What follows belongs to an exercise in optimizing a design on an open flow for small area, a short achievable clock period and few clock cycles per item; a production flow would make more cautious choices. The RTL of this run was laid out without a check of its function.

==> flow/design.v <==
module fp32_round #(
    parameter W = 48
) (
    input  wire                sign,
    input  wire signed [10:0]  exp,
    input  wire [W-1:0]        sig,
    output reg  [31:0]         y
);
    integer          sh;
    reg [W-1:0]      shifted;
    reg [W-1:0]      lost_mask;
    reg              lost;
    reg [23:0]       m;
    reg              g;
    reg              s;
    reg              rup;
    reg [7:0]        efield;
    reg [30:0]       packed_r;
    always @* begin
        if (exp <= 0) begin
            sh = 1 - exp;
            if (sh > W) sh = W;
        end else begin
            sh = 0;
        end
        shifted   = sig >> sh;
        lost_mask = ~({W{1'b1}} << sh);
        lost      = |(sig & lost_mask);
        m   = shifted[W-1 -: 24];
        g   = shifted[W-25];
        s   = (|shifted[W-26:0]) | lost;
        rup = g & (s | m[0]);
        efield   = (exp <= 0) ? 8'd0 : exp[7:0];
        packed_r = {efield, m[22:0]} + {30'd0, rup};
        if (exp >= 255)
            y = {sign, 8'hFF, 23'd0};
        else
            y = {sign, packed_r};
    end
endmodule
module fp32_mul (
    input  wire [31:0] a,
    input  wire [31:0] b,
    output reg  [31:0] y
);
    wire        sa = a[31];
    wire        sb = b[31];
    wire [7:0]  ea = a[30:23];
    wire [7:0]  eb = b[30:23];
    wire [22:0] fa = a[22:0];
    wire [22:0] fb = b[22:0];
    wire a_zero = (ea == 8'd0)   && (fa == 23'd0);
    wire b_zero = (eb == 8'd0)   && (fb == 23'd0);
    wire a_inf  = (ea == 8'hFF)  && (fa == 23'd0);
    wire b_inf  = (eb == 8'hFF)  && (fb == 23'd0);
    wire a_nan  = (ea == 8'hFF)  && (fa != 23'd0);
    wire b_nan  = (eb == 8'hFF)  && (fb != 23'd0);
    wire        sy = sa ^ sb;
    wire [23:0] ma = {ea != 8'd0, fa};
    wire [23:0] mb = {eb != 8'd0, fb};
    wire [9:0]  xa = (ea == 8'd0) ? 10'd1 : {2'b00, ea};
    wire [9:0]  xb = (eb == 8'd0) ? 10'd1 : {2'b00, eb};
    wire [47:0] prod = ma * mb;
    reg [5:0]   lz;
    integer     i;
    always @* begin
        lz = 6'd0;
        for (i = 0; i < 48; i = i + 1)
            if (prod[i]) lz = 6'd47 - i[5:0];
    end
    wire [47:0]        norm = prod << lz;
    wire signed [10:0] e    = $signed({1'b0, xa}) + $signed({1'b0, xb})
                              - 11'sd126 - $signed({5'd0, lz});
    wire [31:0] rounded;
    fp32_round #(.W(48)) u_round (
        .sign (sy),
        .exp  (e),
        .sig  (norm),
        .y    (rounded)
    );
    always @* begin
        if (a_nan || b_nan || (a_inf && b_zero) || (a_zero && b_inf))
            y = 32'h7FC00000;
        else if (a_inf || b_inf)
            y = {sy, 8'hFF, 23'd0};
        else if (a_zero || b_zero)
            y = {sy, 31'd0};
        else
            y = rounded;
    end
endmodule
module fp32_add (
    input  wire [31:0] a,
    input  wire [31:0] b,
    input  wire        sub,
    output reg  [31:0] y
);
    wire [31:0] bb = {b[31] ^ sub, b[30:0]};
    wire a_inf = (a[30:23] == 8'hFF) && (a[22:0] == 23'd0);
    wire b_inf = (bb[30:23] == 8'hFF) && (bb[22:0] == 23'd0);
    wire a_nan = (a[30:23] == 8'hFF) && (a[22:0] != 23'd0);
    wire b_nan = (bb[30:23] == 8'hFF) && (bb[22:0] != 23'd0);
    wire        swap = bb[30:0] > a[30:0];
    wire [31:0] p    = swap ? bb : a;
    wire [31:0] q    = swap ? a  : bb;
    wire        eff_sub = p[31] ^ q[31];
    wire [23:0] mp = {p[30:23] != 8'd0, p[22:0]};
    wire [23:0] mq = {q[30:23] != 8'd0, q[22:0]};
    wire [7:0]  xp = (p[30:23] == 8'd0) ? 8'd1 : p[30:23];
    wire [7:0]  xq = (q[30:23] == 8'd0) ? 8'd1 : q[30:23];
    wire [7:0]  d  = xp - xq;
    wire [26:0] wq      = {mq, 3'b000};
    wire [26:0] q_shift = (d > 8'd26) ? 27'd0 : (wq >> d);
    wire [26:0] q_mask  = (d > 8'd26) ? {27{1'b1}} : ~({27{1'b1}} << d);
    wire        q_stk   = |(wq & q_mask);
    wire [26:0] q_al    = {q_shift[26:1], q_shift[0] | q_stk};
    wire [26:0] p_al    = {mp, 3'b000};
    wire [27:0] sum = eff_sub ? ({1'b0, p_al} - {1'b0, q_al})
                              : ({1'b0, p_al} + {1'b0, q_al});
    reg [4:0] lz;
    integer   i;
    always @* begin
        lz = 5'd0;
        for (i = 0; i < 28; i = i + 1)
            if (sum[i]) lz = 5'd27 - i[4:0];
    end
    wire [27:0]        norm = sum << lz;
    wire signed [10:0] e    = $signed({3'b000, xp}) + 11'sd1 - $signed({6'd0, lz});
    wire [31:0] rounded;
    fp32_round #(.W(28)) u_round (
        .sign (p[31]),
        .exp  (e),
        .sig  (norm),
        .y    (rounded)
    );
    always @* begin
        if (a_nan || b_nan || (a_inf && b_inf && (a[31] != bb[31])))
            y = 32'h7FC00000;
        else if (a_inf)
            y = a;
        else if (b_inf)
            y = bb;
        else if (sum == 28'd0)
            y = {a[31] & bb[31], 31'd0};
        else
            y = rounded;
    end
endmodule
module fft_bfly (
    input  wire        clk,
    input  wire        rst,
    input  wire        in_valid,
    output wire        in_ready,
    input  wire [31:0] in_ar,
    input  wire [31:0] in_ai,
    input  wire [31:0] in_br,
    input  wire [31:0] in_bi,
    input  wire [31:0] in_wr,
    input  wire [31:0] in_wi,
    output reg         out_valid,
    input  wire        out_ready,
    output reg  [31:0] out_xr,
    output reg  [31:0] out_xi,
    output reg  [31:0] out_yr,
    output reg  [31:0] out_yi
);
    wire [31:0] p_wr_br, p_wi_bi, p_wr_bi, p_wi_br;
    wire [31:0] tr, ti;
    wire [31:0] xr, xi, yr, yi;
    fp32_mul u_mul0 (.a(in_wr), .b(in_br), .y(p_wr_br));
    fp32_mul u_mul1 (.a(in_wi), .b(in_bi), .y(p_wi_bi));
    fp32_mul u_mul2 (.a(in_wr), .b(in_bi), .y(p_wr_bi));
    fp32_mul u_mul3 (.a(in_wi), .b(in_br), .y(p_wi_br));
    fp32_add u_tr (.a(p_wr_br), .b(p_wi_bi), .sub(1'b1), .y(tr));
    fp32_add u_ti (.a(p_wr_bi), .b(p_wi_br), .sub(1'b0), .y(ti));
    fp32_add u_xr (.a(in_ar), .b(tr), .sub(1'b0), .y(xr));
    fp32_add u_xi (.a(in_ai), .b(ti), .sub(1'b0), .y(xi));
    fp32_add u_yr (.a(in_ar), .b(tr), .sub(1'b1), .y(yr));
    fp32_add u_yi (.a(in_ai), .b(ti), .sub(1'b1), .y(yi));
    assign in_ready = !out_valid || out_ready;
    always @(posedge clk) begin
        if (rst) begin
            out_valid <= 1'b0;
        end else if (in_ready) begin
            out_valid <= in_valid;
        end
    end
    always @(posedge clk) begin
        if (in_valid && in_ready) begin
            out_xr <= xr;
            out_xi <= xi;
            out_yr <= yr;
            out_yi <= yi;
        end
    end
endmodule
==> flow/run.sh <==
#!/bin/bash
# synth_recipe.tcl (not shown) runs the flow's synth.tcl, then flattens the netlist and writes it again
# the make line also repeats each setting of config.mk as NAME=value (left out here)
make -C /OpenROAD-flow-scripts/flow DESIGN_CONFIG=/design/flow/config.mk WORK_HOME=/design/flow/orfs CLKGATE_MAP_FILE= SYNTH_SCRIPT=/design/flow/synth_recipe.tcl finish
==> flow/config.mk <==
export PLATFORM = sky130hd
export DESIGN_NAME = fft_bfly
export DESIGN_NICKNAME = fft_bfly
export VERILOG_FILES = /design/flow/design.v
export SDC_FILE = /design/flow/constraint.sdc
export NUM_CORES = 8
export LEC_CHECK = 0
export CAP_MARGIN = 20
export CORE_MARGIN = 2
export CORE_UTILIZATION = 40
export SETUP_SLACK_MARGIN = 5
export SLEW_MARGIN = 20
==> flow/constraint.sdc <==
create_clock -name core_clock -period 85.0 [get_ports {clk}]
set_input_delay 17.0000 -clock core_clock [delete_from_list [all_inputs] [get_ports {clk}]]
set_output_delay 17.0000 -clock core_clock [all_outputs]
set_load 0.01 [all_outputs]
==> results_dict.tcl <==
set metrics [dict create \
    synth_cell_types 198 \
    grt_overflow 0 \
    place_congestion 1.06 \
    start_util 0.402 \
    cp_max_fo 61 \
    fp.dieW_um 717 \
    drcViolationCount 0 \
    wl_per_cell_um 28.5 \
    cts.sinks 129 \
    path_class "in -> reg" \
    final_common_cell "inv_1" \
    async_flop_share 0 \
    finalHoldViolations 0 \
    clk_pin_slew_ns 0.08 \
    row_count 261 \
    ant_nets 0 \
    ys.flop_type "edfxtp_1" \
    most-common-layout-cells "inv_1 (2795), nand2_1 (2383), and2_1 (2353), nor2_1 (2167), fa_1 (1969)" \
    syn_to_final_growth_pct 5.51 \
    syn_inst 28100 \
    gr-usage-all-layers 0.367 \
    root_buffer "clkbuf_16" \
    cpMostUsedCell "nor2_1" \
    seq_area_um2 3860 \
    met3_usage 0.0876 \
    cts_buffers 17 \
    n_fill_cell 52900 \
    drt-total-wl_mm 980 \
    ys_warn_count 5 \
    synth-seq-cells 129 \
    clk_latency_ns 0.52 \
    tightest_slew_ns 1.27 \
    clk_path_buf_depth 2 \
    nets 30900 \
    use_met2 0.581 \
    synth_area_leader_cell "fa_1" \
    crit_slowest_cell "fa_1" \
    r2r-start "out_valid" \
    synth_top_cells_by_area "fa_1 (19%), ha_1 (7.3%), and2_1 (7.3%)" \
    ys_seq_area_frac 0.0190 \
    critPathRequiredTime_ns 85.24 \
    htree_levels 4 \
    drv_slew 0 \
    finClkSkew_ns 0.0168 \
    max_freq_mhz 13.0 \
    fin_tns_setup_ns 0 \
    worst_slack_ns 8.16 \
    period_share 0.904 \
    outcome "complete, no violations" \
    dieHeight_um 717 \
    busiest_layer "met2" \
    synth.avg_cell_area_um2 7.23 \
    cts_tree "yes" \
    pre_cts_slack_ns 4.30 \
    slew_headroom 0.148 \
    crit_start "in_wr[24]" \
    layout-drive-gt1-share 0.0818 \
    rsz0062_at_grt "yes" \
    start_kind "primary input" \
    finalSetupViolations 0 \
    dp_hpwl_mm 765 \
    core_um2 506000 \
    cap_violations 0 \
    grt_pass1_vias 223000 \
    min_path_type "reg -> reg" \
    min_period_ns 76.84 \
    dieArea_um2 514000 \
    worstSetupEndpointType "flip-flop" \
    place_area_um2 213000 \
    min_from "out_valid" \
    grt_util_met1 0.474 \
    final_area_um2 215000 \
    drt-pass1-iter-count 17 \
    port_buffers 325 \
    drt_iter0_markers 31300 \
    crit_arrival_ns 77.08 \
    multi_input_area_um2 181000 \
    netlist.area_leader.share 0.194 \
    max_stage_delay_ns 0.64 \
    num_vias 230000 \
    grt_start_max_net_pins 99 \
    syn_nets 31500 \
    synth_edf_count 128 \
    antenna_found_initial 68 \
    fin_util 0.424 \
    vias_per_cell 6.69 \
    synthesis.area_um2 203000 \
    ioPinCount 326 \
    grt_pass1_wl_mm 1460 \
]
final timing paths:
| check | slack [ns] | cells past startpoint | end |
|---|---|---|---|
| worst max-delay path | 8.16 | 259 | out_yi[20] |
| worst min-delay path | 0.53 | 2 | out_valid |
| worst min register to register | 0.53 | 2 | out_valid |
| worst max register to register | 83.19 | 3 | out_yr[25] |
metal layers:
| layer | vias to the layer above | wire length [um] |
|---|---|---|
| met2 | 14800 | 431000 |
| met1 | 112000 | 385000 |
| met5 | - | 141 |
| li1 | 99800 | - |
| met3 | 3089 | 110000 |
| met4 | 20 | 53600 |
layout make-up:
class,instances,area share
Inverter,2849,0.0501
Sequential cell,129,0.0180
Multi-Input combinational cell,23400,0.845
Clock buffer,17,0.00198
Antenna cell,58,0.000676
Clock inverter,15,0.000862
Tap cell,6706,0.0391
Timing Repair Buffer,1207,0.0444
Timing Repair inverter,2,0.0000466
Yosys cell counts, types with 276 or more instances:
master,n
a21o_1,307
mux2i_1,361
and2_1,2359
o22ai_1,276
a21oi_1,1585
nor3_1,885
xnor2_1,432
clkbuf_1,1279
nand3_1,935
inv_1,2800
a31oi_1,330
fa_1,1970
nor4_1,296
nand4_1,356
nand2_1,2394
o21ai_0,1448
ha_1,1188
o211ai_1,389
nor2_1,2188
a211oi_1,380
worst max-delay path: cells and delay by family:
| kind | cells | cell delay [ns] |
|---|---|---|
| compound gates | 92 | 20.86 |
| simple gates | 101 | 20.17 |
| fa+ha+maj | 25 | 9.51 |
| buf+inv | 30 | 6.00 |
| xor+xnor | 8 | 2.01 |
| mux | 3 | 1.22 |
cells by family (layout without fill, tap and decap cells):
| group | count (synthesis) | in the layout | share of synthesized area |
|---|---|---|---|
| compound gates | 8027 | 8027 | 0.279 |
| xor+xnor | 675 | 675 | 0.0293 |
| flops | 129 | 129 | 0.0190 |
| fa+ha+maj | 3161 | 3161 | 0.267 |
| buf+inv | 4623 | 4090 | 0.0960 |
| simple gates | 11000 | 11000 | 0.278 |
| other cells | 0 | 58 | 0 |
| mux | 554 | 554 | 0.0317 |
registers in the layout, summed over array words and instances, names as in the netlist:
name and cells:
out_yi 32, out_xi 32, out_valid 1, out_yr 32, out_xr 32
timing repair:
item | in CTS | in global routing
pin swaps | 0 | 11
setup buffers | 0 | 37
hold buffers | 0 | 0
gates resized for setup | 2 | 191
cloned | 0 | 3
endpoints found under the setup margin | 19 | 124
per-stage QoR:
stage	std cells	hold slack [ns]
6_report	34400	0.534
4_1_cts	34300	0.540
3_3_place_gp	34200	0.514
5_1_grt	34300	0.576
2_1_floorplan	28100	0.593
3_5_place_dp	34200	0.528

-- re-timing with driven ports --
The results above use ideal ports. As a check the final layout listed here was re-extracted and re-timed, cells and wires unchanged. Step 1 (the two cells are an assumption about what drives the block):
set clk [get_ports {clk}]
set_driving_cell -lib_cell sky130_fd_sc_hd__clkbuf_16 $clk
set_driving_cell -lib_cell sky130_fd_sc_hd__buf_2 [delete_from_list [all_inputs] $clk]
Step 2 moves the port delays by t, midway between the first and last clock arrival at a register: inputs arrive t later, outputs are due t later. That takes back most of the time a late clock gives input paths. a / b / c = no drivers / after step 1 / after step 2; a / b = the first two.
t, ns: 0.594
setup slack, ns: 8.157 / 8.118 / 7.524
cell pins on the clock port's net: 1
After both steps setup and hold are still met in this run. The setup slack of this run moves by -0.039 ns with the drivers and by -0.633 ns with both steps.
